Context: an optimization exercise on an open-source flow, tuned for small area, a short achievable clock period and few clock cycles per item. The choices shown serve that exercise and are no tape-out recipe.
The RTL was checked by simulation tests, not by an equivalence proof against the original design.

==> flow/design.v <==
module qnt_quantizer (
    input  wire        clk,
    input  wire        rst,
    input  wire        cmd_valid,
    output wire        cmd_ready,
    input  wire [63:0] cmd_word,
    output wire        rsp_valid,
    input  wire        rsp_ready,
    output wire [63:0] rsp_word
);
  reg go;             
  reg rdy;            
  reg s1_v, s2_v, s3_v;
  reg o_v, k_v;       
  wire incoming = go & s3_v;
  wire o_en     = ~o_v | rsp_ready;
  wire k_v_nx   = o_en ? (k_v & incoming) : (k_v | incoming);
  assign cmd_ready = rdy;
  assign rsp_valid = o_v;
  always @(posedge clk) begin
    if (rst) begin
      go   <= 1'b1;
      rdy  <= 1'b1;
      s1_v <= 1'b0;
      s2_v <= 1'b0;
      s3_v <= 1'b0;
      o_v  <= 1'b0;
      k_v  <= 1'b0;
    end else begin
      go  <= ~k_v_nx;
      rdy <= o_en ? ~(k_v & incoming) : ~(k_v | incoming);
      k_v <= k_v_nx;
      if (o_en) o_v <= k_v | incoming;
      if (go) begin
        s1_v <= cmd_valid;
        s2_v <= s1_v;
        s3_v <= s2_v;
      end
    end
  end
  wire [7:0] op   = cmd_word[63:56];
  wire       is30 = (op == 8'h30);
  wire       is31 = (op == 8'h31);
  wire       qok  = is30 && (cmd_word[55:32] == 24'd0);
  wire       pok  = is31 && (cmd_word[55:8] == 48'd0);
  wire [7:0] s_x = cmd_word[31:24] ^ cmd_word[23:16] ^ cmd_word[15:8];
  wire [7:0] s_y = (cmd_word[31:24] & cmd_word[23:16]) | (cmd_word[31:24] & cmd_word[15:8]) |
                   (cmd_word[23:16] & cmd_word[15:8]);
  reg        s1_qnt, s1_pal, s1_ref, s1_oth, s1_31;
  reg  [7:0] s1_r, s1_g, s1_b;    
  reg  [9:0] s1_s;                
  always @(posedge clk) begin
    if (go) begin
      s1_qnt <= qok & cmd_word[7];
      s1_pal <= pok;
      s1_ref <= ~(qok | pok);
      s1_oth <= ~(is30 | is31);
      s1_31  <= is31;
      s1_r   <= cmd_word[31:24] | (cmd_word[7:0] & {8{op[0]}});
      s1_g   <= (is30 | is31) ? cmd_word[23:16] : op;
      s1_b   <= cmd_word[15:8];
      s1_s   <= {2'd0, s_x} + {1'b0, s_y, 1'b0};
    end
  end
  wire t1 = (s1_s[9] | (s1_s[8] | (s1_s[7] | (s1_s[6] | (s1_s[5] | (s1_s[4] & (s1_s[3] | (s1_s[2] | (s1_s[1] | s1_s[0])))))))));
  wire t2 = (s1_s[9] | (s1_s[8] | (s1_s[7] | (s1_s[6] | (s1_s[5] & (s1_s[4] & (s1_s[3] | (s1_s[2] | s1_s[1]))))))));
  wire t3 = (s1_s[9] | (s1_s[8] | (s1_s[7] | (s1_s[6] & (s1_s[5] | (s1_s[4] & (s1_s[3] | (s1_s[2] | (s1_s[1] & s1_s[0])))))))));
  wire t4 = (s1_s[9] | (s1_s[8] | (s1_s[7] | (s1_s[6] & (s1_s[5] & (s1_s[4] & (s1_s[3] | s1_s[2])))))));
  wire t5 = (s1_s[9] | (s1_s[8] | (s1_s[7] & (s1_s[6] | (s1_s[5] | (s1_s[4] & (s1_s[3] | (s1_s[2] & (s1_s[1] | s1_s[0])))))))));
  wire t6 = (s1_s[9] | (s1_s[8] | (s1_s[7] & (s1_s[6] | (s1_s[5] & (s1_s[4] & s1_s[3]))))));
  wire t7 = (s1_s[9] | (s1_s[8] | (s1_s[7] & (s1_s[6] & (s1_s[5] | (s1_s[4] & (s1_s[3] & (s1_s[2] | s1_s[1]))))))));
  wire t8 = (s1_s[9] | (s1_s[8] | (s1_s[7] & (s1_s[6] & (s1_s[5] & (s1_s[4] & (s1_s[3] & (s1_s[2] | (s1_s[1] & s1_s[0])))))))));
  wire t9 = (s1_s[9] | (s1_s[8] & (s1_s[7] | (s1_s[6] | (s1_s[5] | (s1_s[4] & (s1_s[3] & s1_s[2])))))));
  wire t10 = (s1_s[9] | (s1_s[8] & (s1_s[7] | (s1_s[6] | (s1_s[5] & (s1_s[4] & (s1_s[3] & (s1_s[2] & (s1_s[1] | s1_s[0])))))))));
  wire t11 = (s1_s[9] | (s1_s[8] & (s1_s[7] | (s1_s[6] & (s1_s[5] | (s1_s[4] & (s1_s[3] & (s1_s[2] & s1_s[1]))))))));
  wire t12 = (s1_s[9] | (s1_s[8] & (s1_s[7] | (s1_s[6] & (s1_s[5] & (s1_s[4] & (s1_s[3] & (s1_s[2] & (s1_s[1] & s1_s[0])))))))));
  wire t13 = (s1_s[9] | (s1_s[8] & (s1_s[7] & (s1_s[6] | s1_s[5]))));
  wire t14 = (s1_s[9] | (s1_s[8] & (s1_s[7] & (s1_s[6] & (s1_s[5] | (s1_s[4] | (s1_s[3] | (s1_s[2] | (s1_s[1] | s1_s[0])))))))));
  wire t15 = (s1_s[9] | (s1_s[8] & (s1_s[7] & (s1_s[6] & (s1_s[5] & (s1_s[4] | (s1_s[3] | (s1_s[2] | s1_s[1]))))))));
  wire t16 = (s1_s[9] & (s1_s[8] | (s1_s[7] | (s1_s[6] | (s1_s[5] | (s1_s[4] | (s1_s[3] | (s1_s[2] | (s1_s[1] & s1_s[0])))))))));
  wire t17 = (s1_s[9] & (s1_s[8] | (s1_s[7] | (s1_s[6] | (s1_s[5] & (s1_s[4] | (s1_s[3] | s1_s[2])))))));
  wire t18 = (s1_s[9] & (s1_s[8] | (s1_s[7] | (s1_s[6] & (s1_s[5] | (s1_s[4] | (s1_s[3] | (s1_s[2] & (s1_s[1] & s1_s[0])))))))));
  wire t19 = (s1_s[9] & (s1_s[8] | (s1_s[7] | (s1_s[6] & (s1_s[5] & (s1_s[4] | (s1_s[3] & (s1_s[2] | (s1_s[1] | s1_s[0])))))))));
  wire t20 = (s1_s[9] & (s1_s[8] | (s1_s[7] & (s1_s[6] | (s1_s[5] | (s1_s[4] | (s1_s[3] & (s1_s[2] | s1_s[1]))))))));
  wire t21 = (s1_s[9] & (s1_s[8] | (s1_s[7] & (s1_s[6] | (s1_s[5] & (s1_s[4] | (s1_s[3] & (s1_s[2] | (s1_s[1] & s1_s[0])))))))));
  wire t22 = (s1_s[9] & (s1_s[8] | (s1_s[7] & (s1_s[6] & (s1_s[5] | (s1_s[4] | (s1_s[3] & s1_s[2])))))));
  wire t23 = (s1_s[9] & (s1_s[8] | (s1_s[7] & (s1_s[6] & (s1_s[5] & (s1_s[4] | (s1_s[3] & (s1_s[2] & (s1_s[1] | s1_s[0])))))))));
  wire t0 = 1'b1;
  wire t24 = 1'b0;
  wire oh0 = t0 & ~t1;
  wire oh1 = t1 & ~t2;
  wire oh2 = t2 & ~t3;
  wire oh3 = t3 & ~t4;
  wire oh4 = t4 & ~t5;
  wire oh5 = t5 & ~t6;
  wire oh6 = t6 & ~t7;
  wire oh7 = t7 & ~t8;
  wire oh8 = t8 & ~t9;
  wire oh9 = t9 & ~t10;
  wire oh10 = t10 & ~t11;
  wire oh11 = t11 & ~t12;
  wire oh12 = t12 & ~t13;
  wire oh13 = t13 & ~t14;
  wire oh14 = t14 & ~t15;
  wire oh15 = t15 & ~t16;
  wire oh16 = t16 & ~t17;
  wire oh17 = t17 & ~t18;
  wire oh18 = t18 & ~t19;
  wire oh19 = t19 & ~t20;
  wire oh20 = t20 & ~t21;
  wire oh21 = t21 & ~t22;
  wire oh22 = t22 & ~t23;
  wire oh23 = t23 & ~t24;
  wire [7:0] gv = {(oh12 | oh13 | oh14 | oh15 | oh16 | oh17 | oh18 | oh19 | oh20 | oh21 | oh22 | oh23), (oh6 | oh7 | oh8 | oh9 | oh10 | oh11 | oh18 | oh19 | oh20 | oh21 | oh22 | oh23), (oh3 | oh4 | oh5 | oh9 | oh10 | oh11 | oh15 | oh16 | oh17 | oh21 | oh22 | oh23), (oh2 | oh5 | oh8 | oh11 | oh13 | oh14 | oh16 | oh17 | oh19 | oh20 | oh22 | oh23), (oh1 | oh4 | oh7 | oh8 | oh10 | oh11 | oh14 | oh17 | oh18 | oh20 | oh21 | oh23), (oh2 | oh4 | oh5 | oh7 | oh9 | oh10 | oh12 | oh15 | oh17 | oh20 | oh22 | oh23), (oh1 | oh2 | oh5 | oh6 | oh7 | oh10 | oh11 | oh14 | oh15 | oh19 | oh20 | oh23), (oh1 | oh3 | oh5 | oh6 | oh8 | oh10 | oh12 | oh14 | oh16 | oh19 | oh21 | oh23)};    
  wire [4:0] gn = {(oh16 | oh17 | oh18 | oh19 | oh20 | oh21 | oh22 | oh23), (oh8 | oh9 | oh10 | oh11 | oh12 | oh13 | oh14 | oh15), (oh4 | oh5 | oh6 | oh7 | oh12 | oh13 | oh14 | oh15 | oh20 | oh21 | oh22 | oh23), (oh2 | oh3 | oh6 | oh7 | oh10 | oh11 | oh14 | oh15 | oh18 | oh19 | oh22 | oh23), (oh1 | oh3 | oh5 | oh7 | oh9 | oh11 | oh13 | oh15 | oh17 | oh19 | oh21 | oh23)};    
  function [7:0] offs;    
    input [7:0] c;
    input [7:0] gl;
    reg [6:0] m;
    reg [4:0] dh;
    begin
      m  = c[6:0] - gl[6:0];
      dh = {1'b0, c[7:4]} - {1'b0, gl[7:4]};
      offs = {(dh[4] ? (dh >= 5'd29) : (dh <= 5'd3)), m};
    end
  endfunction
  wire [7:0] mr = offs(s1_r, gv);
  wire [7:0] mg = offs(s1_g, gv);
  wire [7:0] mb = offs(s1_b, gv);
  wire r_ge1 = (s1_r[7] | (s1_r[6] | (s1_r[5] | (s1_r[4] & (s1_r[3] & (s1_r[2] | s1_r[1]))))));
  wire r_ge2 = (s1_r[7] | (s1_r[6] & (s1_r[5] | (s1_r[4] | (s1_r[3] & (s1_r[2] & (s1_r[1] | s1_r[0])))))));
  wire r_ge3 = s1_r[7];
  wire r_ge4 = (s1_r[7] & (s1_r[6] | (s1_r[5] & (s1_r[4] & (s1_r[3] | (s1_r[2] | (s1_r[1] & s1_r[0])))))));
  wire r_ge5 = (s1_r[7] & (s1_r[6] & (s1_r[5] & (s1_r[4] | (s1_r[3] | (s1_r[2] & s1_r[1]))))));
  wire [2:0] kr = {r_ge4, r_ge2 & ~r_ge4, (r_ge1 & ~r_ge2) | (r_ge3 & ~r_ge4) | r_ge5};
  wire g_ge1 = (s1_g[7] | (s1_g[6] | (s1_g[5] | (s1_g[4] & (s1_g[3] & (s1_g[2] | s1_g[1]))))));
  wire g_ge2 = (s1_g[7] | (s1_g[6] & (s1_g[5] | (s1_g[4] | (s1_g[3] & (s1_g[2] & (s1_g[1] | s1_g[0])))))));
  wire g_ge3 = s1_g[7];
  wire g_ge4 = (s1_g[7] & (s1_g[6] | (s1_g[5] & (s1_g[4] & (s1_g[3] | (s1_g[2] | (s1_g[1] & s1_g[0])))))));
  wire g_ge5 = (s1_g[7] & (s1_g[6] & (s1_g[5] & (s1_g[4] | (s1_g[3] | (s1_g[2] & s1_g[1]))))));
  wire [2:0] kg = {g_ge4, g_ge2 & ~g_ge4, (g_ge1 & ~g_ge2) | (g_ge3 & ~g_ge4) | g_ge5};
  wire b_ge1 = (s1_b[7] | (s1_b[6] | (s1_b[5] | (s1_b[4] & (s1_b[3] & (s1_b[2] | s1_b[1]))))));
  wire b_ge2 = (s1_b[7] | (s1_b[6] & (s1_b[5] | (s1_b[4] | (s1_b[3] & (s1_b[2] & (s1_b[1] | s1_b[0])))))));
  wire b_ge3 = s1_b[7];
  wire b_ge4 = (s1_b[7] & (s1_b[6] | (s1_b[5] & (s1_b[4] & (s1_b[3] | (s1_b[2] | (s1_b[1] & s1_b[0])))))));
  wire b_ge5 = (s1_b[7] & (s1_b[6] & (s1_b[5] & (s1_b[4] | (s1_b[3] | (s1_b[2] & s1_b[1]))))));
  wire [2:0] kb = {b_ge4, b_ge2 & ~b_ge4, (b_ge1 & ~b_ge2) | (b_ge3 & ~b_ge4) | b_ge5};
  function [5:0] m51;    
    input [2:0] k;
    begin
      case (k)
        3'd1: m51 = 6'd51;
        3'd2: m51 = 6'd38;
        3'd3: m51 = 6'd25;
        3'd4: m51 = 6'd12;
        3'd5: m51 = 6'd63;
        default: m51 = 6'd0;
      endcase
    end
  endfunction
  wire [5:0] er = s1_r[5:0] - m51(kr);    
  wire [5:0] eg = s1_g[5:0] - m51(kg);
  wire [5:0] eb = s1_b[5:0] - m51(kb);
  wire [7:0] cube_idx = 8'd1 + 8'd36 * kr + 8'd6 * kg + kb;
  wire [7:0] pi  = s1_r;
  wire p1 = pi >= 8'd37;
  wire p2 = pi >= 8'd73;
  wire p3 = pi >= 8'd109;
  wire p4 = pi >= 8'd145;
  wire p5 = pi >= 8'd181;
  wire [5:0] pcj = p5 ? 6'd11 : p4 ? 6'd47 : p3 ? 6'd19 : p2 ? 6'd55 : p1 ? 6'd27 : 6'd63;
  wire [5:0] pj  = pi[5:0] + pcj;
  wire [3:0] ptr = {p3, (p2 & ~p3) | p4, (p1 & ~p3) | p5, (p1 & ~p2) | (p3 & ~p4) | p5};    
  wire pcube = (pi != 8'd0) && (pi <= 8'd216);
  wire pgrey = (pi >= 8'd217) && (pi <= 8'd240);
  reg        s2_qnt, s2_pal, s2_ref, s2_oth, s2_31;
  reg  [6:0] s2_mr, s2_mg, s2_mb;    
  reg        s2_near;
  reg  [17:0] s2_e;        
  reg  [4:0] s2_n;
  reg  [7:0] s2_idx;       
  always @(posedge clk) begin
    if (go) begin
      s2_qnt <= s1_qnt;
      s2_pal <= s1_pal;
      s2_ref <= s1_ref;
      s2_oth <= s1_oth;
      s2_31  <= s1_31;
      s2_mr  <= mr[6:0];
      s2_mg  <= mg[6:0];
      s2_mb  <= mb[6:0];
      s2_near <= mr[7] & mg[7] & mb[7];
      s2_e   <= s1_pal ? {6'd0, pcube, pgrey, ptr, pj} : {er, eg, eb};
      s2_n   <= gn;
      s2_idx <= s1_pal ? s1_r : s1_oth ? s1_g : cube_idx;
    end
  end
  wire [5:0] ur = s2_mr[5:0] ^ {6{s2_mr[6]}};
  wire [5:0] ug = s2_mg[5:0] ^ {6{s2_mg[6]}};
  wire [5:0] ub = s2_mb[5:0] ^ {6{s2_mb[6]}};
  wire near = s2_near;
  wire [5:0] er2 = s2_e[17:12];
  wire [5:0] eg2 = s2_e[11:6];
  wire [5:0] eb2 = s2_e[5:0];
  wire [4:0] ar = er2[4:0] ^ {5{er2[5]}};
  wire [4:0] ag = eg2[4:0] ^ {5{eg2[5]}};
  wire [4:0] ab = eb2[4:0] ^ {5{eb2[5]}};
  reg [7:0] ptgb;    
  always @(*) begin
    case (s2_e[5:0])
      6'd0: ptgb = 8'h00;
      6'd1: ptgb = 8'h03;
      6'd2: ptgb = 8'h06;
      6'd3: ptgb = 8'h09;
      6'd4: ptgb = 8'h0c;
      6'd5: ptgb = 8'h0f;
      6'd6: ptgb = 8'h30;
      6'd7: ptgb = 8'h33;
      6'd8: ptgb = 8'h36;
      6'd9: ptgb = 8'h39;
      6'd10: ptgb = 8'h3c;
      6'd11: ptgb = 8'h3f;
      6'd12: ptgb = 8'h60;
      6'd13: ptgb = 8'h63;
      6'd14: ptgb = 8'h66;
      6'd15: ptgb = 8'h69;
      6'd16: ptgb = 8'h6c;
      6'd17: ptgb = 8'h6f;
      6'd18: ptgb = 8'h90;
      6'd19: ptgb = 8'h93;
      6'd20: ptgb = 8'h96;
      6'd21: ptgb = 8'h99;
      6'd22: ptgb = 8'h9c;
      6'd23: ptgb = 8'h9f;
      6'd24: ptgb = 8'hc0;
      6'd25: ptgb = 8'hc3;
      6'd26: ptgb = 8'hc6;
      6'd27: ptgb = 8'hc9;
      6'd28: ptgb = 8'hcc;
      6'd29: ptgb = 8'hcf;
      6'd30: ptgb = 8'hf0;
      6'd31: ptgb = 8'hf3;
      6'd32: ptgb = 8'hf6;
      6'd33: ptgb = 8'hf9;
      6'd34: ptgb = 8'hfc;
      6'd35: ptgb = 8'hff;
      default: ptgb = 8'h00;
    endcase
  end
  wire [13:0] ppal = {s2_e[11:6], ptgb};    
  wire fs1 = (ar[0] & ar[3]) ^ (ar[1] & ar[2]) ^ ar[2];
  wire fc2 = ((ar[0] & ar[3]) & (ar[1] & ar[2])) | ((ar[0] & ar[3]) & ar[2]) | ((ar[1] & ar[2]) & ar[2]);
  wire fs3 = (er2[5] & ar[3]) ^ (ag[0] & ag[3]) ^ (ag[1] & ag[2]);
  wire fc4 = ((er2[5] & ar[3]) & (ag[0] & ag[3])) | ((er2[5] & ar[3]) & (ag[1] & ag[2])) | ((ag[0] & ag[3]) & (ag[1] & ag[2]));
  wire fs5 = ag[2] ^ (eg2[5] & ag[3]) ^ (ab[0] & ab[3]);
  wire fc6 = (ag[2] & (eg2[5] & ag[3])) | (ag[2] & (ab[0] & ab[3])) | ((eg2[5] & ag[3]) & (ab[0] & ab[3]));
  wire fs7 = (ar[0] & ar[4]) ^ (ar[1] & ar[3]) ^ (er2[5] & ar[4]);
  wire fc8 = ((ar[0] & ar[4]) & (ar[1] & ar[3])) | ((ar[0] & ar[4]) & (er2[5] & ar[4])) | ((ar[1] & ar[3]) & (er2[5] & ar[4]));
  wire hs9 = (ag[0] & ag[4]) ^ (ag[1] & ag[3]);
  wire hc10 = (ag[0] & ag[4]) & (ag[1] & ag[3]);
  wire fs11 = (ar[1] & ar[4]) ^ (ar[2] & ar[3]) ^ ar[3];
  wire fc12 = ((ar[1] & ar[4]) & (ar[2] & ar[3])) | ((ar[1] & ar[4]) & ar[3]) | ((ar[2] & ar[3]) & ar[3]);
  wire fs13 = (ag[1] & ag[4]) ^ (ag[2] & ag[3]) ^ ag[3];
  wire fc14 = ((ag[1] & ag[4]) & (ag[2] & ag[3])) | ((ag[1] & ag[4]) & ag[3]) | ((ag[2] & ag[3]) & ag[3]);
  wire fs15 = (ab[1] & ab[4]) ^ (ab[2] & ab[3]) ^ ab[3];
  wire fc16 = ((ab[1] & ab[4]) & (ab[2] & ab[3])) | ((ab[1] & ab[4]) & ab[3]) | ((ab[2] & ab[3]) & ab[3]);
  wire fs17 = ~(ur[0] & ur[5]) ^ ~(ur[1] & ur[4]) ^ ~(ur[2] & ur[3]);
  wire fc18 = (~(ur[0] & ur[5]) & ~(ur[1] & ur[4])) | (~(ur[0] & ur[5]) & ~(ur[2] & ur[3])) | (~(ur[1] & ur[4]) & ~(ur[2] & ur[3]));
  wire fs19 = (ar[0] & ar[1]) ^ ar[1] ^ (er2[5] & ar[1]);
  wire fc20 = ((ar[0] & ar[1]) & ar[1]) | ((ar[0] & ar[1]) & (er2[5] & ar[1])) | (ar[1] & (er2[5] & ar[1]));
  wire fs21 = (ag[0] & ag[1]) ^ ag[1] ^ (eg2[5] & ag[1]);
  wire fc22 = ((ag[0] & ag[1]) & ag[1]) | ((ag[0] & ag[1]) & (eg2[5] & ag[1])) | (ag[1] & (eg2[5] & ag[1]));
  wire fs23 = (ab[0] & ab[1]) ^ ab[1] ^ (eb2[5] & ab[1]);
  wire fc24 = ((ab[0] & ab[1]) & ab[1]) | ((ab[0] & ab[1]) & (eb2[5] & ab[1])) | (ab[1] & (eb2[5] & ab[1]));
  wire fs25 = (ar[0] & ar[2]) ^ (er2[5] & ar[2]) ^ (ag[0] & ag[2]);
  wire fc26 = ((ar[0] & ar[2]) & (er2[5] & ar[2])) | ((ar[0] & ar[2]) & (ag[0] & ag[2])) | ((er2[5] & ar[2]) & (ag[0] & ag[2]));
  wire hs27 = (eg2[5] & ag[2]) ^ (ab[0] & ab[2]);
  wire hc28 = (eg2[5] & ag[2]) & (ab[0] & ab[2]);
  wire fs29 = (ab[1] & ab[2]) ^ ab[2] ^ (eb2[5] & ab[3]);
  wire fc30 = ((ab[1] & ab[2]) & ab[2]) | ((ab[1] & ab[2]) & (eb2[5] & ab[3])) | (ab[2] & (eb2[5] & ab[3]));
  wire fs31 = ~(ur[0] & ur[3]) ^ ~(ur[1] & ur[2]) ^ ~ur[2];
  wire fc32 = (~(ur[0] & ur[3]) & ~(ur[1] & ur[2])) | (~(ur[0] & ur[3]) & ~ur[2]) | (~(ur[1] & ur[2]) & ~ur[2]);
  wire fs33 = ~(s2_mr[6] & ur[3]) ^ ~(ug[0] & ug[3]) ^ ~(ug[1] & ug[2]);
  wire fc34 = (~(s2_mr[6] & ur[3]) & ~(ug[0] & ug[3])) | (~(s2_mr[6] & ur[3]) & ~(ug[1] & ug[2])) | (~(ug[0] & ug[3]) & ~(ug[1] & ug[2]));
  wire fs35 = ~ug[2] ^ ~(s2_mg[6] & ug[3]) ^ ~(ub[0] & ub[3]);
  wire fc36 = (~ug[2] & ~(s2_mg[6] & ug[3])) | (~ug[2] & ~(ub[0] & ub[3])) | (~(s2_mg[6] & ug[3]) & ~(ub[0] & ub[3]));
  wire fs37 = (eg2[5] & ag[4]) ^ (ab[0] & ab[4]) ^ (ab[1] & ab[3]);
  wire fc38 = ((eg2[5] & ag[4]) & (ab[0] & ab[4])) | ((eg2[5] & ag[4]) & (ab[1] & ab[3])) | ((ab[0] & ab[4]) & (ab[1] & ab[3]));
  wire fs39 = (eb2[5] & ab[4]) ^ ~(ur[0] & ur[4]) ^ ~(ur[1] & ur[3]);
  wire fc40 = ((eb2[5] & ab[4]) & ~(ur[0] & ur[4])) | ((eb2[5] & ab[4]) & ~(ur[1] & ur[3])) | (~(ur[0] & ur[4]) & ~(ur[1] & ur[3]));
  wire fs41 = ~(s2_mr[6] & ur[4]) ^ ~(ug[0] & ug[4]) ^ ~(ug[1] & ug[3]);
  wire fc42 = (~(s2_mr[6] & ur[4]) & ~(ug[0] & ug[4])) | (~(s2_mr[6] & ur[4]) & ~(ug[1] & ug[3])) | (~(ug[0] & ug[4]) & ~(ug[1] & ug[3]));
  wire fs43 = ~(s2_mg[6] & ug[4]) ^ ~(ub[0] & ub[4]) ^ ~(ub[1] & ub[3]);
  wire fc44 = (~(s2_mg[6] & ug[4]) & ~(ub[0] & ub[4])) | (~(s2_mg[6] & ug[4]) & ~(ub[1] & ub[3])) | (~(ub[0] & ub[4]) & ~(ub[1] & ub[3]));
  wire fs45 = ~(s2_mb[6] & ub[4]) ^ 1'b1 ^ fc2;
  wire fc46 = (~(s2_mb[6] & ub[4]) & 1'b1) | (~(s2_mb[6] & ub[4]) & fc2) | (1'b1 & fc2);
  wire fs47 = ~ur[3] ^ ~(s2_mr[6] & ur[5]) ^ ~(ug[0] & ug[5]);
  wire fc48 = (~ur[3] & ~(s2_mr[6] & ur[5])) | (~ur[3] & ~(ug[0] & ug[5])) | (~(s2_mr[6] & ur[5]) & ~(ug[0] & ug[5]));
  wire fs49 = ~(ug[1] & ug[4]) ^ ~(ug[2] & ug[3]) ^ ~ug[3];
  wire fc50 = (~(ug[1] & ug[4]) & ~(ug[2] & ug[3])) | (~(ug[1] & ug[4]) & ~ug[3]) | (~(ug[2] & ug[3]) & ~ug[3]);
  wire fs51 = ~(s2_mg[6] & ug[5]) ^ ~(ub[0] & ub[5]) ^ ~(ub[1] & ub[4]);
  wire fc52 = (~(s2_mg[6] & ug[5]) & ~(ub[0] & ub[5])) | (~(s2_mg[6] & ug[5]) & ~(ub[1] & ub[4])) | (~(ub[0] & ub[5]) & ~(ub[1] & ub[4]));
  wire fs53 = ~(ub[2] & ub[3]) ^ ~ub[3] ^ ~(s2_mb[6] & ub[5]);
  wire fc54 = (~(ub[2] & ub[3]) & ~ub[3]) | (~(ub[2] & ub[3]) & ~(s2_mb[6] & ub[5])) | (~ub[3] & ~(s2_mb[6] & ub[5]));
  wire fs55 = 1'b1 ^ fc8 ^ hc10;
  wire fc56 = (1'b1 & fc8) | (1'b1 & hc10) | (fc8 & hc10);
  wire hs57 = fs11 ^ fs13;
  wire hc58 = fs11 & fs13;
  wire fs59 = (ar[2] & ar[4]) ^ (ag[2] & ag[4]) ^ (ab[2] & ab[4]);
  wire fc60 = ((ar[2] & ar[4]) & (ag[2] & ag[4])) | ((ar[2] & ar[4]) & (ab[2] & ab[4])) | ((ag[2] & ag[4]) & (ab[2] & ab[4]));
  wire fs61 = ~(ur[1] & ur[5]) ^ ~(ur[2] & ur[4]) ^ ~(ug[1] & ug[5]);
  wire fc62 = (~(ur[1] & ur[5]) & ~(ur[2] & ur[4])) | (~(ur[1] & ur[5]) & ~(ug[1] & ug[5])) | (~(ur[2] & ur[4]) & ~(ug[1] & ug[5]));
  wire fs63 = ~(ug[2] & ug[4]) ^ ~(ub[1] & ub[5]) ^ ~(ub[2] & ub[4]);
  wire fc64 = (~(ug[2] & ug[4]) & ~(ub[1] & ub[5])) | (~(ug[2] & ug[4]) & ~(ub[2] & ub[4])) | (~(ub[1] & ub[5]) & ~(ub[2] & ub[4]));
  wire hs65 = 1'b1 ^ fc12;
  wire hc66 = 1'b1 & fc12;
  wire fs67 = (ar[3] & ar[4]) ^ ar[4] ^ (ag[3] & ag[4]);
  wire fc68 = ((ar[3] & ar[4]) & ar[4]) | ((ar[3] & ar[4]) & (ag[3] & ag[4])) | (ar[4] & (ag[3] & ag[4]));
  wire fs69 = ag[4] ^ (ab[3] & ab[4]) ^ ab[4];
  wire fc70 = (ag[4] & (ab[3] & ab[4])) | (ag[4] & ab[4]) | ((ab[3] & ab[4]) & ab[4]);
  wire fs71 = ~(ur[2] & ur[5]) ^ ~(ur[3] & ur[4]) ^ ~ur[4];
  wire fc72 = (~(ur[2] & ur[5]) & ~(ur[3] & ur[4])) | (~(ur[2] & ur[5]) & ~ur[4]) | (~(ur[3] & ur[4]) & ~ur[4]);
  wire hs73 = ~(ug[2] & ug[5]) ^ ~(ug[3] & ug[4]);
  wire hc74 = ~(ug[2] & ug[5]) & ~(ug[3] & ug[4]);
  wire fs75 = ar[0] ^ er2[5] ^ ag[0];
  wire fc76 = (ar[0] & er2[5]) | (ar[0] & ag[0]) | (er2[5] & ag[0]);
  wire fs77 = eg2[5] ^ ab[0] ^ eb2[5];
  wire fc78 = (eg2[5] & ab[0]) | (eg2[5] & eb2[5]) | (ab[0] & eb2[5]);
  wire fs79 = ~(ur[0] & ur[1]) ^ ~ur[1] ^ ~(s2_mr[6] & ur[1]);
  wire fc80 = (~(ur[0] & ur[1]) & ~ur[1]) | (~(ur[0] & ur[1]) & ~(s2_mr[6] & ur[1])) | (~ur[1] & ~(s2_mr[6] & ur[1]));
  wire fs81 = ~(ug[0] & ug[1]) ^ ~ug[1] ^ ~(s2_mg[6] & ug[1]);
  wire fc82 = (~(ug[0] & ug[1]) & ~ug[1]) | (~(ug[0] & ug[1]) & ~(s2_mg[6] & ug[1])) | (~ug[1] & ~(s2_mg[6] & ug[1]));
  wire fs83 = (eb2[5] & ab[2]) ^ ~(ur[0] & ur[2]) ^ ~(s2_mr[6] & ur[2]);
  wire fc84 = ((eb2[5] & ab[2]) & ~(ur[0] & ur[2])) | ((eb2[5] & ab[2]) & ~(s2_mr[6] & ur[2])) | (~(ur[0] & ur[2]) & ~(s2_mr[6] & ur[2]));
  wire fs85 = ~(ug[0] & ug[2]) ^ ~(s2_mg[6] & ug[2]) ^ ~(ub[0] & ub[2]);
  wire fc86 = (~(ug[0] & ug[2]) & ~(s2_mg[6] & ug[2])) | (~(ug[0] & ug[2]) & ~(ub[0] & ub[2])) | (~(s2_mg[6] & ug[2]) & ~(ub[0] & ub[2]));
  wire fs87 = ~(s2_mb[6] & ub[2]) ^ 1'b1 ^ fc20;
  wire fc88 = (~(s2_mb[6] & ub[2]) & 1'b1) | (~(s2_mb[6] & ub[2]) & fc20) | (1'b1 & fc20);
  wire fs89 = ~(ub[1] & ub[2]) ^ ~ub[2] ^ ~(s2_mb[6] & ub[3]);
  wire fc90 = (~(ub[1] & ub[2]) & ~ub[2]) | (~(ub[1] & ub[2]) & ~(s2_mb[6] & ub[3])) | (~ub[2] & ~(s2_mb[6] & ub[3]));
  wire fs91 = 1'b1 ^ fs1 ^ fs3;
  wire fc92 = (1'b1 & fs1) | (1'b1 & fs3) | (fs1 & fs3);
  wire fs93 = fs5 ^ fc26 ^ hc28;
  wire fc94 = (fs5 & fc26) | (fs5 & hc28) | (fc26 & hc28);
  wire hs95 = fs29 ^ fs31;
  wire hc96 = fs29 & fs31;
  wire fs97 = fc4 ^ fc6 ^ fs7;
  wire fc98 = (fc4 & fc6) | (fc4 & fs7) | (fc6 & fs7);
  wire fs99 = hs9 ^ fc30 ^ fc32;
  wire fc100 = (hs9 & fc30) | (hs9 & fc32) | (fc30 & fc32);
  wire fs101 = fc34 ^ fc36 ^ fs37;
  wire fc102 = (fc34 & fc36) | (fc34 & fs37) | (fc36 & fs37);
  wire fs103 = fs39 ^ fs41 ^ fs43;
  wire fc104 = (fs39 & fs41) | (fs39 & fs43) | (fs41 & fs43);
  wire fs105 = fs15 ^ fs17 ^ fc38;
  wire fc106 = (fs15 & fs17) | (fs15 & fc38) | (fs17 & fc38);
  wire fs107 = fc40 ^ fc42 ^ fc44;
  wire fc108 = (fc40 & fc42) | (fc40 & fc44) | (fc42 & fc44);
  wire fs109 = fc46 ^ fs47 ^ fs49;
  wire fc110 = (fc46 & fs47) | (fc46 & fs49) | (fs47 & fs49);
  wire fs111 = fs51 ^ fs53 ^ fs55;
  wire fc112 = (fs51 & fs53) | (fs51 & fs55) | (fs53 & fs55);
  wire fs113 = fc14 ^ fc16 ^ fc18;
  wire fc114 = (fc14 & fc16) | (fc14 & fc18) | (fc16 & fc18);
  wire fs115 = fc48 ^ fc50 ^ fc52;
  wire fc116 = (fc48 & fc50) | (fc48 & fc52) | (fc50 & fc52);
  wire fs117 = fc54 ^ fc56 ^ hc58;
  wire fc118 = (fc54 & fc56) | (fc54 & hc58) | (fc56 & hc58);
  wire fs119 = fs59 ^ fs61 ^ fs63;
  wire fc120 = (fs59 & fs61) | (fs59 & fs63) | (fs61 & fs63);
  wire fs121 = ~ug[4] ^ ~(ub[2] & ub[5]) ^ ~(ub[3] & ub[4]);
  wire fc122 = (~ug[4] & ~(ub[2] & ub[5])) | (~ug[4] & ~(ub[3] & ub[4])) | (~(ub[2] & ub[5]) & ~(ub[3] & ub[4]));
  wire fs123 = ~ub[4] ^ 1'b1 ^ fc60;
  wire fc124 = (~ub[4] & 1'b1) | (~ub[4] & fc60) | (1'b1 & fc60);
  wire fs125 = fc62 ^ fc64 ^ hc66;
  wire fc126 = (fc62 & fc64) | (fc62 & hc66) | (fc64 & hc66);
  wire fs127 = fs67 ^ fs69 ^ fs71;
  wire fc128 = (fs67 & fs69) | (fs67 & fs71) | (fs69 & fs71);
  wire fs129 = ~(ur[3] & ur[5]) ^ ~(ug[3] & ug[5]) ^ ~(ub[3] & ub[5]);
  wire fc130 = (~(ur[3] & ur[5]) & ~(ug[3] & ug[5])) | (~(ur[3] & ur[5]) & ~(ub[3] & ub[5])) | (~(ug[3] & ug[5]) & ~(ub[3] & ub[5]));
  wire hs131 = 1'b1 ^ fc68;
  wire hc132 = 1'b1 & fc68;
  wire fs133 = ~ur[0] ^ ~s2_mr[6] ^ ~ug[0];
  wire fc134 = (~ur[0] & ~s2_mr[6]) | (~ur[0] & ~ug[0]) | (~s2_mr[6] & ~ug[0]);
  wire hs135 = ~s2_mg[6] ^ ~ub[0];
  wire hc136 = ~s2_mg[6] & ~ub[0];
  wire fs137 = (er2[5] & ar[0]) ^ (eg2[5] & ag[0]) ^ (eb2[5] & ab[0]);
  wire fc138 = ((er2[5] & ar[0]) & (eg2[5] & ag[0])) | ((er2[5] & ar[0]) & (eb2[5] & ab[0])) | ((eg2[5] & ag[0]) & (eb2[5] & ab[0]));
  wire fs139 = ~(s2_mr[6] & ur[0]) ^ ~(s2_mg[6] & ug[0]) ^ ~(s2_mb[6] & ub[0]);
  wire fc140 = (~(s2_mr[6] & ur[0]) & ~(s2_mg[6] & ug[0])) | (~(s2_mr[6] & ur[0]) & ~(s2_mb[6] & ub[0])) | (~(s2_mg[6] & ug[0]) & ~(s2_mb[6] & ub[0]));
  wire hs141 = 1'b1 ^ fc76;
  wire hc142 = 1'b1 & fc76;
  wire fs143 = ~(ub[0] & ub[1]) ^ ~ub[1] ^ ~(s2_mb[6] & ub[1]);
  wire fc144 = (~(ub[0] & ub[1]) & ~ub[1]) | (~(ub[0] & ub[1]) & ~(s2_mb[6] & ub[1])) | (~ub[1] & ~(s2_mb[6] & ub[1]));
  wire fs145 = 1'b1 ^ fs19 ^ fs21;
  wire fc146 = (1'b1 & fs19) | (1'b1 & fs21) | (fs19 & fs21);
  wire fs147 = fs23 ^ fs79 ^ fs81;
  wire fc148 = (fs23 & fs79) | (fs23 & fs81) | (fs79 & fs81);
  wire fs149 = fc22 ^ fc24 ^ fs25;
  wire fc150 = (fc22 & fc24) | (fc22 & fs25) | (fc24 & fs25);
  wire fs151 = hs27 ^ fc80 ^ fc82;
  wire fc152 = (hs27 & fc80) | (hs27 & fc82) | (fc80 & fc82);
  wire fs153 = fs83 ^ fs85 ^ fs87;
  wire fc154 = (fs83 & fs85) | (fs83 & fs87) | (fs85 & fs87);
  wire fs155 = fs33 ^ fs35 ^ fc84;
  wire fc156 = (fs33 & fs35) | (fs33 & fc84) | (fs35 & fc84);
  wire fs157 = fc86 ^ fc88 ^ fs89;
  wire fc158 = (fc86 & fc88) | (fc86 & fs89) | (fc88 & fs89);
  wire fs159 = fs91 ^ fs93 ^ hs95;
  wire fc160 = (fs91 & fs93) | (fs91 & hs95) | (fs93 & hs95);
  wire fs161 = fs45 ^ fc90 ^ fc92;
  wire fc162 = (fs45 & fc90) | (fs45 & fc92) | (fc90 & fc92);
  wire fs163 = fc94 ^ hc96 ^ fs97;
  wire fc164 = (fc94 & hc96) | (fc94 & fs97) | (hc96 & fs97);
  wire fs165 = fs99 ^ fs101 ^ fs103;
  wire fc166 = (fs99 & fs101) | (fs99 & fs103) | (fs101 & fs103);
  wire fs167 = hs57 ^ fc98 ^ fc100;
  wire fc168 = (hs57 & fc98) | (hs57 & fc100) | (fc98 & fc100);
  wire fs169 = fc102 ^ fc104 ^ fs105;
  wire fc170 = (fc102 & fc104) | (fc102 & fs105) | (fc104 & fs105);
  wire fs171 = fs107 ^ fs109 ^ fs111;
  wire fc172 = (fs107 & fs109) | (fs107 & fs111) | (fs109 & fs111);
  wire fs173 = hs65 ^ fc106 ^ fc108;
  wire fc174 = (hs65 & fc106) | (hs65 & fc108) | (fc106 & fc108);
  wire fs175 = fc110 ^ fc112 ^ fs113;
  wire fc176 = (fc110 & fc112) | (fc110 & fs113) | (fc112 & fs113);
  wire fs177 = fs115 ^ fs117 ^ fs119;
  wire fc178 = (fs115 & fs117) | (fs115 & fs119) | (fs117 & fs119);
  wire fs179 = hs73 ^ fc114 ^ fc116;
  wire fc180 = (hs73 & fc114) | (hs73 & fc116) | (fc114 & fc116);
  wire fs181 = fc118 ^ fc120 ^ fs121;
  wire fc182 = (fc118 & fc120) | (fc118 & fs121) | (fc120 & fs121);
  wire fs183 = fs123 ^ fs125 ^ fs127;
  wire fc184 = (fs123 & fs125) | (fs123 & fs127) | (fs125 & fs127);
  wire fs185 = fc70 ^ fc72 ^ hc74;
  wire fc186 = (fc70 & fc72) | (fc70 & hc74) | (fc72 & hc74);
  wire fs187 = fc122 ^ fc124 ^ fc126;
  wire fc188 = (fc122 & fc124) | (fc122 & fc126) | (fc124 & fc126);
  wire fs189 = fc128 ^ fs129 ^ hs131;
  wire fc190 = (fc128 & fs129) | (fc128 & hs131) | (fs129 & hs131);
  wire fs191 = ~(ur[4] & ur[5]) ^ ~ur[5] ^ ~(ug[4] & ug[5]);
  wire fc192 = (~(ur[4] & ur[5]) & ~ur[5]) | (~(ur[4] & ur[5]) & ~(ug[4] & ug[5])) | (~ur[5] & ~(ug[4] & ug[5]));
  wire fs193 = ~ug[5] ^ ~(ub[4] & ub[5]) ^ ~ub[5];
  wire fc194 = (~ug[5] & ~(ub[4] & ub[5])) | (~ug[5] & ~ub[5]) | (~(ub[4] & ub[5]) & ~ub[5]);
  wire fs195 = 1'b1 ^ fc130 ^ hc132;
  wire fc196 = (1'b1 & fc130) | (1'b1 & hc132) | (fc130 & hc132);
  wire fs197 = ~s2_mb[6] ^ 1'b1 ^ fs75;
  wire fc198 = (~s2_mb[6] & 1'b1) | (~s2_mb[6] & fs75) | (1'b1 & fs75);
  wire fs199 = fc78 ^ fc134 ^ hc136;
  wire fc200 = (fc78 & fc134) | (fc78 & hc136) | (fc134 & hc136);
  wire hs201 = fs137 ^ fs139;
  wire hc202 = fs137 & fs139;
  wire fs203 = fc138 ^ fc140 ^ hc142;
  wire fc204 = (fc138 & fc140) | (fc138 & hc142) | (fc140 & hc142);
  wire fs205 = fs143 ^ fs145 ^ fs147;
  wire fc206 = (fs143 & fs145) | (fs143 & fs147) | (fs145 & fs147);
  wire fs207 = fc144 ^ fc146 ^ fc148;
  wire fc208 = (fc144 & fc146) | (fc144 & fc148) | (fc146 & fc148);
  wire fs209 = fs149 ^ fs151 ^ fs153;
  wire fc210 = (fs149 & fs151) | (fs149 & fs153) | (fs151 & fs153);
  wire fs211 = fc150 ^ fc152 ^ fc154;
  wire fc212 = (fc150 & fc152) | (fc150 & fc154) | (fc152 & fc154);
  wire fs213 = fs155 ^ fs157 ^ fs159;
  wire fc214 = (fs155 & fs157) | (fs155 & fs159) | (fs157 & fs159);
  wire fs215 = fc156 ^ fc158 ^ fc160;
  wire fc216 = (fc156 & fc158) | (fc156 & fc160) | (fc158 & fc160);
  wire fs217 = fs161 ^ fs163 ^ fs165;
  wire fc218 = (fs161 & fs163) | (fs161 & fs165) | (fs163 & fs165);
  wire fs219 = fc162 ^ fc164 ^ fc166;
  wire fc220 = (fc162 & fc164) | (fc162 & fc166) | (fc164 & fc166);
  wire fs221 = fs167 ^ fs169 ^ fs171;
  wire fc222 = (fs167 & fs169) | (fs167 & fs171) | (fs169 & fs171);
  wire fs223 = fc168 ^ fc170 ^ fc172;
  wire fc224 = (fc168 & fc170) | (fc168 & fc172) | (fc170 & fc172);
  wire fs225 = fs173 ^ fs175 ^ fs177;
  wire fc226 = (fs173 & fs175) | (fs173 & fs177) | (fs175 & fs177);
  wire fs227 = fc174 ^ fc176 ^ fc178;
  wire fc228 = (fc174 & fc176) | (fc174 & fc178) | (fc176 & fc178);
  wire fs229 = fs179 ^ fs181 ^ fs183;
  wire fc230 = (fs179 & fs181) | (fs179 & fs183) | (fs181 & fs183);
  wire fs231 = fc180 ^ fc182 ^ fc184;
  wire fc232 = (fc180 & fc182) | (fc180 & fc184) | (fc182 & fc184);
  wire fs233 = fs185 ^ fs187 ^ fs189;
  wire fc234 = (fs185 & fs187) | (fs185 & fs189) | (fs187 & fs189);
  wire fs235 = fc186 ^ fc188 ^ fc190;
  wire fc236 = (fc186 & fc188) | (fc186 & fc190) | (fc188 & fc190);
  wire fs237 = fs191 ^ fs193 ^ fs195;
  wire fc238 = (fs191 & fs193) | (fs191 & fs195) | (fs193 & fs195);
  wire fs239 = 1'b1 ^ fc192 ^ fc194;
  wire fc240 = (1'b1 & fc192) | (1'b1 & fc194) | (fc192 & fc194);
  wire hs241 = fs77 ^ fs133;
  wire hc242 = fs77 & fs133;
  wire fs243 = hs141 ^ fc198 ^ fs199;
  wire fc244 = (hs141 & fc198) | (hs141 & fs199) | (fc198 & fs199);
  wire fs245 = fc200 ^ hc202 ^ fs203;
  wire fc246 = (fc200 & hc202) | (fc200 & fs203) | (hc202 & fs203);
  wire fs247 = fc204 ^ fc206 ^ fs207;
  wire fc248 = (fc204 & fc206) | (fc204 & fs207) | (fc206 & fs207);
  wire fs249 = fc208 ^ fc210 ^ fs211;
  wire fc250 = (fc208 & fc210) | (fc208 & fs211) | (fc210 & fs211);
  wire fs251 = fc212 ^ fc214 ^ fs215;
  wire fc252 = (fc212 & fc214) | (fc212 & fs215) | (fc214 & fs215);
  wire fs253 = fc216 ^ fc218 ^ fs219;
  wire fc254 = (fc216 & fc218) | (fc216 & fs219) | (fc218 & fs219);
  wire fs255 = fc220 ^ fc222 ^ fs223;
  wire fc256 = (fc220 & fc222) | (fc220 & fs223) | (fc222 & fs223);
  wire fs257 = fc224 ^ fc226 ^ fs227;
  wire fc258 = (fc224 & fc226) | (fc224 & fs227) | (fc226 & fs227);
  wire fs259 = fc228 ^ fc230 ^ fs231;
  wire fc260 = (fc228 & fc230) | (fc228 & fs231) | (fc230 & fs231);
  wire fs261 = fc232 ^ fc234 ^ fs235;
  wire fc262 = (fc232 & fc234) | (fc232 & fs235) | (fc234 & fs235);
  wire fs263 = fc196 ^ fc236 ^ fc238;
  wire fc264 = (fc196 & fc236) | (fc196 & fc238) | (fc236 & fc238);
  wire [38:0] tb = {1'b1, fc264, fc240, fs263, fc262, fs239, fs261, fc260, fs237, fs259, fc258, fs233, fs257, fc256, fs229, fs255, fc254, fs225, fs253, fc252, fs221, fs251, fc250, fs217, fs249, fc248, fs213, fs247, fc246, fs209, fs245, fc244, fs205, fs243, hc242, hs201, hs241, fs197, hs135};
  reg        s3_qnt, s3_pal, s3_ref, s3_oth, s3_31, s3_near;
  reg  [38:0] s3_t;        
  reg  [4:0] s3_n;
  reg  [7:0] s3_idx;
  always @(posedge clk) begin
    if (go) begin
      s3_qnt  <= s2_qnt;
      s3_pal  <= s2_pal;
      s3_ref  <= s2_ref;
      s3_oth  <= s2_oth;
      s3_31   <= s2_31;
      s3_near <= near;
      s3_n    <= s2_n;
      s3_idx  <= s2_idx;
      s3_t    <= s2_pal ? {25'd0, ppal} : tb;
    end
  end
  wire hs265 = s3_t[0] ^ s3_t[1];
  wire hc266 = s3_t[0] & s3_t[1];
  wire fs267 = s3_t[3] ^ s3_t[4] ^ s3_t[5];
  wire fc268 = (s3_t[3] & s3_t[4]) | (s3_t[3] & s3_t[5]) | (s3_t[4] & s3_t[5]);
  wire fs269 = s3_t[6] ^ s3_t[7] ^ s3_t[8];
  wire fc270 = (s3_t[6] & s3_t[7]) | (s3_t[6] & s3_t[8]) | (s3_t[7] & s3_t[8]);
  wire fs271 = s3_t[9] ^ s3_t[10] ^ s3_t[11];
  wire fc272 = (s3_t[9] & s3_t[10]) | (s3_t[9] & s3_t[11]) | (s3_t[10] & s3_t[11]);
  wire fs273 = s3_t[12] ^ s3_t[13] ^ s3_t[14];
  wire fc274 = (s3_t[12] & s3_t[13]) | (s3_t[12] & s3_t[14]) | (s3_t[13] & s3_t[14]);
  wire fs275 = s3_t[15] ^ s3_t[16] ^ s3_t[17];
  wire fc276 = (s3_t[15] & s3_t[16]) | (s3_t[15] & s3_t[17]) | (s3_t[16] & s3_t[17]);
  wire fs277 = s3_t[18] ^ s3_t[19] ^ s3_t[20];
  wire fc278 = (s3_t[18] & s3_t[19]) | (s3_t[18] & s3_t[20]) | (s3_t[19] & s3_t[20]);
  wire fs279 = s3_t[21] ^ s3_t[22] ^ s3_t[23];
  wire fc280 = (s3_t[21] & s3_t[22]) | (s3_t[21] & s3_t[23]) | (s3_t[22] & s3_t[23]);
  wire fs281 = s3_t[24] ^ s3_t[25] ^ s3_t[26];
  wire fc282 = (s3_t[24] & s3_t[25]) | (s3_t[24] & s3_t[26]) | (s3_t[25] & s3_t[26]);
  wire fs283 = s3_t[27] ^ s3_t[28] ^ s3_t[29];
  wire fc284 = (s3_t[27] & s3_t[28]) | (s3_t[27] & s3_t[29]) | (s3_t[28] & s3_t[29]);
  wire fs285 = s3_t[30] ^ s3_t[31] ^ s3_t[32];
  wire fc286 = (s3_t[30] & s3_t[31]) | (s3_t[30] & s3_t[32]) | (s3_t[31] & s3_t[32]);
  wire fs287 = s3_t[33] ^ s3_t[34] ^ s3_t[35];
  wire fc288 = (s3_t[33] & s3_t[34]) | (s3_t[33] & s3_t[35]) | (s3_t[34] & s3_t[35]);
  wire hs289 = s3_t[36] ^ s3_t[37];
  wire hc290 = s3_t[36] & s3_t[37];
  wire [14:0] fa = {s3_t[38], hc290, fc288, fc286, fc284, fc282, fc280, fc278, fc276, fc274, fc272, fc270, fc268, hc266, s3_t[2]};
  wire [14:0] fb = {1'b0, 1'b0, hs289, fs287, fs285, fs283, fs281, fs279, fs277, fs275, fs273, fs271, fs269, fs267, hs265};
  wire [14:0] fsum = fa + fb;    
  wire grey = s3_near & ~fsum[14];
  wire [7:0] q_idx = grey ? (8'd217 + {3'd0, s3_n}) : s3_idx;
  reg  [7:0] pv;    
  always @(*) begin
    case (s3_idx[4:0])
      5'd25: pv = 8'd0;
      5'd26: pv = 8'd11;
      5'd27: pv = 8'd22;
      5'd28: pv = 8'd33;
      5'd29: pv = 8'd44;
      5'd30: pv = 8'd55;
      5'd31: pv = 8'd67;
      5'd0: pv = 8'd78;
      5'd1: pv = 8'd89;
      5'd2: pv = 8'd100;
      5'd3: pv = 8'd111;
      5'd4: pv = 8'd122;
      5'd5: pv = 8'd133;
      5'd6: pv = 8'd144;
      5'd7: pv = 8'd155;
      5'd8: pv = 8'd166;
      5'd9: pv = 8'd177;
      5'd10: pv = 8'd188;
      5'd11: pv = 8'd200;
      5'd12: pv = 8'd211;
      5'd13: pv = 8'd222;
      5'd14: pv = 8'd233;
      5'd15: pv = 8'd244;
      5'd16: pv = 8'd255;
      default: pv = 8'd0;
    endcase
  end
  wire [1:0]  c_mode = s3_pal ? (s3_t[13] ? 2'd3 : s3_t[12] ? 2'd2 : 2'd0) : (s3_qnt ? 2'd1 : 2'd0);
  wire [11:0] c_x    = s3_pal ? (s3_t[13] ? s3_t[11:0] : {4'd0, pv}) : {4'd0, s3_qnt ? q_idx : s3_idx};
  wire [16:0] c_rsp  = {c_mode, c_x, s3_ref, s3_oth, s3_31};
  reg  [16:0] k_d;
  reg  [7:0]  o_op;
  reg         o_ref;
  reg  [23:0] o_pay;
  wire [11:0] c_x0   = s3_pal ? (s3_t[13] ? s3_t[11:0] : {4'd0, pv}) : {4'd0, s3_idx};
  wire [16:0] n_rsp = k_v ? k_d : {c_mode, c_x0, s3_ref, s3_oth, s3_31};
  wire        use_g = ~k_v & s3_qnt & grey;
  wire [7:0]  g_idx = 8'd217 + {3'd0, s3_n};
  wire [1:0]  n_mode = n_rsp[16:15];
  wire [11:0] n_x    = n_rsp[14:3];
  always @(posedge clk) begin
    if (incoming) k_d <= c_rsp;
    if (o_en) begin
      o_op  <= n_rsp[1] ? n_x[7:0] : {7'h18, n_rsp[0]};
      o_ref <= n_rsp[2];
      o_pay[23:8] <= (n_mode == 2'd3) ? {n_x[11:8], n_x[11:8], n_x[7:4], n_x[7:4]} :
                     (n_mode == 2'd2) ? {n_x[7:0], n_x[7:0]} : 16'd0;
      o_pay[7:0]  <= use_g ? g_idx :
                     (n_mode == 2'd3) ? {n_x[3:0], n_x[3:0]} :
                     (n_mode[1] | n_mode[0]) ? n_x[7:0] : 8'd0;
    end
  end
  assign rsp_word = {o_op, 3'd0, o_ref, 28'd0, o_pay};
endmodule
==> flow/config.mk <==
export PLATFORM = sky130hd
export DESIGN_NAME = qnt_quantizer
export DESIGN_NICKNAME = qnt_quantizer
export VERILOG_FILES = /design/flow/design.v
export SDC_FILE = /design/flow/constraint.sdc
export NUM_CORES = 4
export LEC_CHECK = 0
export CAP_MARGIN = 20
export CORE_MARGIN = 2
export CORE_UTILIZATION = 40
export SLEW_MARGIN = 20
export SYNTH_MEMORY_MAX_BITS = 16384
==> flow/constraint.sdc <==
create_clock -name core_clock -period 12.0 [get_ports {clk}]
set_input_delay 2.4000 -clock core_clock [delete_from_list [all_inputs] [get_ports {clk}]]
set_output_delay 2.4000 -clock core_clock [all_outputs]
set_load 0.01 [all_outputs]
==> flow/run.sh <==
#!/bin/bash
# synth_recipe.tcl (not shown) runs the flow's synth.tcl, then flattens the netlist and writes it again
# the make line also repeats each setting of config.mk as NAME=value (left out here)
make -C /OpenROAD-flow-scripts/flow DESIGN_CONFIG=/design/flow/config.mk WORK_HOME=/design/flow/orfs CLKGATE_MAP_FILE= SYNTH_SCRIPT=/design/flow/synth_recipe.tcl finish
==> run notes, run 1 <==
* Fmax at 216 MHz
* Commonest non-fill, non-tap cells in the layout: 232 x inv_1, 205 x edfxtp_1, 149 x nor2_1, 147 x ha_1, 124 x fa_1
* CP most frequent cell: ha_1
* Final Cycle Share at 38.6%
* Final setup fails at 0
* Share of layout cells above drive strength 1 at 6.40%
* P&R area growth vs syn at 12.9%
* DP Cell Count at 2401
* Worst EP arrival at 5.09 ns
* Max_cap viols at 0
* Top_reg_cell synth: edfxtp_1
* Crit path to: ptgb[3]
* CTS tree: done
* DP Area at 19600 um^2
* Starting Density at 40.7%
* Largest net degree at the start of global routing at 51
* Vias at 12.8k
* Status: complete, no violations
* Root Buffer: clkbuf_16
* Post-synth top area cell: edfxtp_1
* Synth cell types at 88
* Sinks on Clock Net at 227
* Mapped cell area at 18100 um^2
* Worst Setup Start Kind: register
* Hold Buf Count CTS at 0
* Critical path required time at 12.46 ns
* First-pass GRT wire length at 70700 um
* Final min period at 4.63 ns
* CP Class: reg -> reg
* Register-to-Register Path Depth at 15
* 1st-pass router iterations at 6
* Top-Level Pins at 134
* Clock-pin slew on the worst setup and hold paths at 0.05 ns
* Die X-Extent at 217 um
* Most common library cell in the layout ignoring fill and taps: inv_1
* Postcts setup bufs at 0
* Ant. Diodes at 0
* Core area at 44400 um^2
* Register bit total from synthesis at 227
* R2R setup slack at 7.37 ns
* Post-synth EDFFs at 205
* TritonCTS buffer count at 27
* Nets at 2177
* Full die area at 46900 um^2
* Number of DRC markers in iteration 0 at 907
* H-tree Lvls at 1
* CTS Buffer Depth at 3
* DRC at 0
* Setup TNS at 0 ns
* Worst R2R End: ptgb[3]
* Setup Skew at 0.0220 ns
* Worst relative slew slack at 30.3%
* Cell Chain, Critical Path: inv_1 > ha_1 > or3b_1 > a2111oi_2 > a211o_2 > nand2_4 > ha_1 > nand2b_1 > a21oi_1 > o2111a_1 > mux2i_4 > nor2_1 > mux2_2 > a22o_1 > o2bb2ai_2
* Antenna viol nets, final at 0
* RSZ-0062 raised after global routing: no
* Num rows at 77
* Sequential element share of the synthesized area at 36.5%
* Async SR Flop Fraction at 0%
* Vias in the first global route at 12.8k
* Tot GR Track Use at 19.0%
* Routed wire length at 44200 um
* Port Buffers at 102
* CP peak stage delay at 0.56 ns
* HP Class: reg -> reg
* Routability Congestion at 0.912
* Syn_area_per_cell at 10.3 um^2
* Final std cells w/o fill at 2451
* CP endpoint kind: register
* Crit Path Max Fanout at 9
* Worst skew pair latency at 0.57 ns
* Vias per inst at 5.20
* Reg2reg start: s1_r[1]
* Fin util at 46.0%
* Post-CTS sizing at 0
* Die height at 217 um
* Beginning of the critical path: s1_r[1]
* Slew @ Worst Pin at 1.04 ns
* Yosys top cell area share at 34.0%
* Hpwl dp at 35200 um
* Largest cells by area after synthesis: edfxtp_1 34%, fa_1 14%, ha_1 10%
* Fin. Hold Viols at 0
* Drt wl/cell at 18.0 um
* Warnings from Yosys at 1
* Cell count after synthesis at 1751
* Slew Viols, Final at 0
* Critical path's slowest cell: edfxtp_1
* Initial antenna violation count at 0
* Total grt overflow at 0
* Design Area, Final at 20400 um^2
[cell families (layout without fill, tap and decap cells)]
family                     Yosys count  count (layout)  synth area share, %
adders and majority gates          273             273                 24.0
muxes                               61              61                 3.71
xor gates and xnor gates            76              76                 3.72
buffers and inverters              319             396                 7.42
DFF                                227             227                 36.5
AOI/OAI and AO/OA                  340             340                 12.4
other                                1              32               0.0207
and+or+nand+nor                    454             454                 12.3
[per-layer routing]
metal	GRT usage, %	vias to the layer above	wire [um]
met5	0	-	0
met1	26.5	6199	20600
met4	5.37	0	1130
met3	1.94	50	2030
li1	-	6172	-
met2	31.5	336	20500
[cell type report]
type / count / area, um^2
Fill cell: 4191 / 24000
Multi-Input combinational cell: 1236 / 10300
Sequential cell: 227 / 6600
Timing Repair Buffer: 112 / 1100
Inverter: 234 / 878
Tap cell: 592 / 741
Clock buffer: 34 / 702
Clock inverter: 16 / 141
[state kept, by name, indices dropped and copies added (netlist names), 5 cells and up]
signal,count
pv,8
s2_mr,7
s1_r,8
s3_t,39
s2_idx,8
s2_mb,7
s3_idx,8
s2_mg,7
s1_b,8
k_d,17
s1_g,8
s3_n,5
o_op,8
ptgb,8
o_pay,24
s2_n,5
s2_e,18
s1_s,10
[worst min path at each step]
stage | from | to | slack, ns | depth (start not counted)
floorplan | s1_31 | s2_31 | 0.40 | 0
global placement | s2_oth | s3_oth | 0.40 | 0
detailed placement | s2_n[4] | s3_n[4] | 0.40 | 0
CTS | s2_n[4] | s3_n[4] | 0.42 | 0
global route | s2_n[3] | s3_n[3] | 0.42 | 0
finish | s2_n[4] | s3_n[4] | 0.42 | 0
[cells in the mapped netlist (all sizes together) (21+ instances only)]
cell and instances:
dfxtp 22, clkbuf 37, nor2 151, o21ai 66
a21oi 102, xor2 24, xnor2 52, a21o 48
nand2 101, edfxtp 205, ha 147, nor4 22
mux2i 26, fa 124, nor2b 44, inv 234
mux2 35, or2 27, nor3 21, buf 48
nand3 22
[critical path: cells and delay by family (launching register included)]
kind            cells  cell delay [ns]
compound gates      6             1.54
fa+ha+maj           2             0.67
buf+inv             1             0.25
flops               1             0.56
mux                 2             0.56
simple gates        4             0.93
[stage by stage]
| step | hold slack (ns) | worst slack (ns) |
|---|---|---|
| CTS | 0.418 | 7.44 |
| global placement | 0.401 | 6.96 |
| finish | 0.416 | 7.37 |
| floorplan | 0.400 | 5.85 |
| detailed placement | 0.405 | 6.93 |
| global route | 0.425 | 7.14 |
Testbench counts, summed over its fixed seeds: cycles 2,592, items 2,560.
==> run 2, diff against run 1 <==
==> flow/flow/run.sh (new file) <==
#!/bin/bash
# The standard layout (standard.sh), with setup repair aiming for 8 ns of
# slack at the design's 12 ns clock (SETUP_SLACK_MARGIN) on the worst 30% of
# the endpoints (TNS_END_PERCENT), so that repair_timing sizes the
# pipeline's slowest paths well below the clock period. Synthesis,
# constraints, floorplan, power grid, placement, clock tree and routing are
# otherwise the standard flow's.
set -euo pipefail
bash standard.sh SETUP_SLACK_MARGIN=8.0 TNS_END_PERCENT=30 finish > standard.log 2>&1
==> flow/standard.sh (new file) <==
#!/bin/bash
# synth_recipe.tcl (not shown) runs the flow's synth.tcl, then flattens the netlist and writes it again
# the make line also repeats each setting of config.mk as NAME=value (left out here)
make -C /OpenROAD-flow-scripts/flow DESIGN_CONFIG=/design/flow/config.mk WORK_HOME=/design/flow/orfs CLKGATE_MAP_FILE= SYNTH_SCRIPT=/design/flow/synth_recipe.tcl "${@:-finish}"
removed: flow/run.sh
==> run 2 against run 1 <==
Core utilization increased by 3.2 points. First-iteration DRC count decreased by 11%. Die area unchanged. Routed wire length grew 2.7%. Clock skew increased by 0.020 ns. Largest cell class unchanged. Still clean.
==> run notes, run 2 <==
* Status: complete, no violations
* Post-synth EDFFs at 205
* Sequential element share of the synthesized area at 36.5%
* Largest net degree at the start of global routing at 138
* Compound-gate portion of the synthesized area at 12.4%
* Critical path required time at 12.31 ns
* Die height at 217 um
* Mux cell area share after synthesis at 3.71%
* Mapped cell area at 18100 um^2
* Sinks on Clock Net at 227
* Final-layout fill cell count at 4026
* Simple-Gate Fraction of Synth Area at 12.3%
* Full die area at 46900 um^2
* Root Buffer: clkbuf_16
* Share of layout cells above drive strength 1 at 16.9%
* TritonCTS buffer count at 28
* CP Class: in -> reg
* Register bit total from synthesis at 227
* Hold Buf Count CTS at 0
* Vias per inst at 5.17
* 1st-pass router iterations at 5
* DP Area at 19600 um^2
* Worst skew pair latency at 0.59 ns
* Post-synthesis xor/xnor area fraction at 3.72%
* Synth top cells by count: 233 x inv_1, 205 x edfxtp_1, 149 x nor2_1, 147 x ha_1, 124 x fa_1
* Fin. Hold Viols at 0
* CTS tree: done
* Largest Register: s3_t
* Slew Viols, Final at 0
* Antenna viol nets, final at 0
* Vias at 13.2k
* Cell count after synthesis at 1751
* Most common library cell in the layout ignoring fill and taps: inv_1
* Fmax at 250 MHz
* Initial antenna violation count at 0
* Yosys top cell area share at 34.0%
* Setup TNS at 0 ns
* Async SR Flop Fraction at 0%
* Routability Congestion at 0.896
* Worst relative slew slack at 30.8%
* Final Cycle Share at 33.3%
* Final WS setup at 8.00 ns
* Ant. Diodes at 0
* Routed wire length at 45400 um
* Clock-pin slew on the worst setup and hold paths at 0.06 ns
* Tot GR Track Use at 19.3%
* Top flop regs: s3_t x39, o_pay x24, s2_e x18
* Post-synth top area cell: edfxtp_1
* Reg2reg start: s2_mr[6]
* Die X-Extent at 217 um
* Max FFs per register at 39
* Hpwl dp at 34200 um
* DP Worst Slack at 6.98 ns
* Port Buffers at 102
* Worst R2R End: s3_t[29]
* Top-Level Pins at 134
* Nets at 2271
* Design Area, Final at 21900 um^2
* Setup Skew at 0.0416 ns
* Beginning of the critical path: cmd_word[9]
* Starting Density at 40.7%
* Dominant cell by count in the synthesized netlist: inv_1
* Num rows at 77
* Syn_area_per_cell at 10.3 um^2
* HP Class: reg -> reg
* DRC at 0
* H-tree Lvls at 1
* Top_reg_cell synth: edfxtp_1
* Number of DRC markers in iteration 0 at 810
* RSZ-0062 raised after global routing: yes
* Slew @ Worst Pin at 1.04 ns
* Crit Path Max Fanout at 3
* Largest family of logic cells by synthesized area: adder cells
* Max_cap viols at 0
* Vias in the first global route at 13.4k
* Worst EP arrival at 4.31 ns
* Drt wl/cell at 17.8 um
* Largest cells by area after synthesis: edfxtp_1 34%, fa_1 14%, ha_1 10%
* First-pass GRT wire length at 71800 um
* P&R area growth vs syn at 20.9%
* R2R setup slack at 8.01 ns
* Register-to-Register Path Depth at 12
* Post-synthesis adder-cell area fraction at 24.0%
* CTS Buffer Depth at 3
* Final setup fails at 0
* CP endpoint kind: register
* Core area at 44400 um^2
* Warnings from Yosys at 1
* Commonest non-fill, non-tap cells in the layout: 220 x inv_1, 205 x edfxtp_1, 145 x nor2_1, 112 x ha_1, 109 x fa_1
* Synth cell types at 88
* Total grt overflow at 0
* Final min period at 4.00 ns
* Worst Setup Start Kind: primary input
* Crit path to: s1_s[8]
==> run 2: cell types whose count changed in the layout (fill, tap and decap cells not counted), moves of 7 or more <==
| cell | delta |
|---|---|
| buf_4 | +88 |
| ha_1 | -35 |
| ha_4 | +25 |
| clkdlybuf4s50_1 | -18 |
| fa_1 | -15 |
| fa_2 | +15 |
| inv_1 | -12 |
| inv_2 | +12 |
| dlygate4sd2_1 | +10 |
| ha_2 | +10 |
| a21oi_1 | -8 |
| a21oi_2 | +8 |
| o21ai_0 | -7 |
==> run 2: routing by layer <==
layer,track usage (%),vias to the layer above,part of all wire [%]
met2,32.8,357,48
met5,0,-,0
met1,26.1,6394,45
met3,2.41,61,4.7
met4,4.75,0,2.0
li1,-,6358,-
==> run 2: area by class of cell <==
type | count | area (um^2) | share of cell area [%]
inverter | 234 | 878 | 4.02
timing repair buffer | 205 | 1800 | 8.22
multi-input combinational | 1236 | 10900 | 49.8
sequential | 227 | 6600 | 30.2
clock buffer | 31 | 712 | 3.26
clock inverter | 21 | 254 | 1.16
tap | 592 | 741 | 3.39
==> run 2: what timing repair did <==
action / in CTS / in global routing
pin swaps: 29 / 48
gates resized for setup: 87 / 93
buffers inserted: 60 / 35
cloned: 0 / 0
setup endpoints to repair: 36 / 41
endpoints found under the hold margin: 0 / 0
==> run 2: worst min-delay path by stage <==
stage,start,end,depth (start not counted),slack (ns)
floorplan,s1_31,s2_31,0,0.40
global placement,s2_n[0],s3_n[0],0,0.40
detailed placement,s2_n[4],s3_n[4],0,0.40
CTS,s2_n[1],s3_n[1],0,0.42
global route,s2_31,s3_31,0,0.42
finish,s2_n[4],s3_n[4],0,0.42
==> run 2: critical path, stage by stage <==
cell and delay (ns):
buf_4 0.12, fa_1 0.49, ha_2 0.22, buf_4 0.13, a21o_1 0.18, a21oi_2 0.15
o21bai_1 0.10, a21oi_2 0.15, o21bai_1 0.09, a21oi_1 0.18, xnor2_1 0.10
==> run 2: kinds of logic after synthesis <==
kind of cell | after synthesis
other | 1
buffers and inverters | 319
xor gates and xnor gates | 76
and+or+nand+nor | 454
muxes | 61
AOI/OAI and AO/OA | 340
DFF | 227
adders and majority gates | 273
==> run 2: metrics by stage <==
step / hold slack (ns) / std cells / util (%)
6_report: 0.415 / 2546 / 49.2
5_1_grt: 0.423 / 2546 / 49.2
4_1_cts: 0.416 / 2511 / 47.9
3_5_place_dp: 0.405 / 2399 / 44.1
3_3_place_gp: 0.404 / 2399 / 44.1
2_1_floorplan: 0.400 / 1782 / -

## port drivers added, routing unchanged
Ports are ideal in the flow. The routed layouts listed here were re-timed in OpenROAD.
Step 1 sets driving cells, clkbuf_16 on the clock port and buf_2 on the other inputs (assumed; they add their load-dependent delay and slew).
Step 2, shift: input delay + t, output delay - t, t = (earliest + latest rising clock arrival at the registers) / 2. This alone moves slack from input paths to output paths.
Slacks: no drivers / after step 1 / after step 2; pairs: no drivers / after step 1.
| run | t, ns | setup WS [ns] | worst setup path at the end | worst register clock-pin slew, ns | worst slew at a driven data input, ns |
|---|---|---|---|---|---|
| run 1 | 0.613 | 7.372 / 7.372 / 6.911 | input to register | 0.07 / 0.07 | 0.05 |
| run 2 | 0.631 | 7.999 / 8.005 / 7.400 | input to register | 0.06 / 0.06 | 0.04 |
After both steps every run listed still meets setup and hold. For run 2, which loses most, drivers alone change the setup slack by +0.006 ns; drivers and shift together by -0.599 ns.
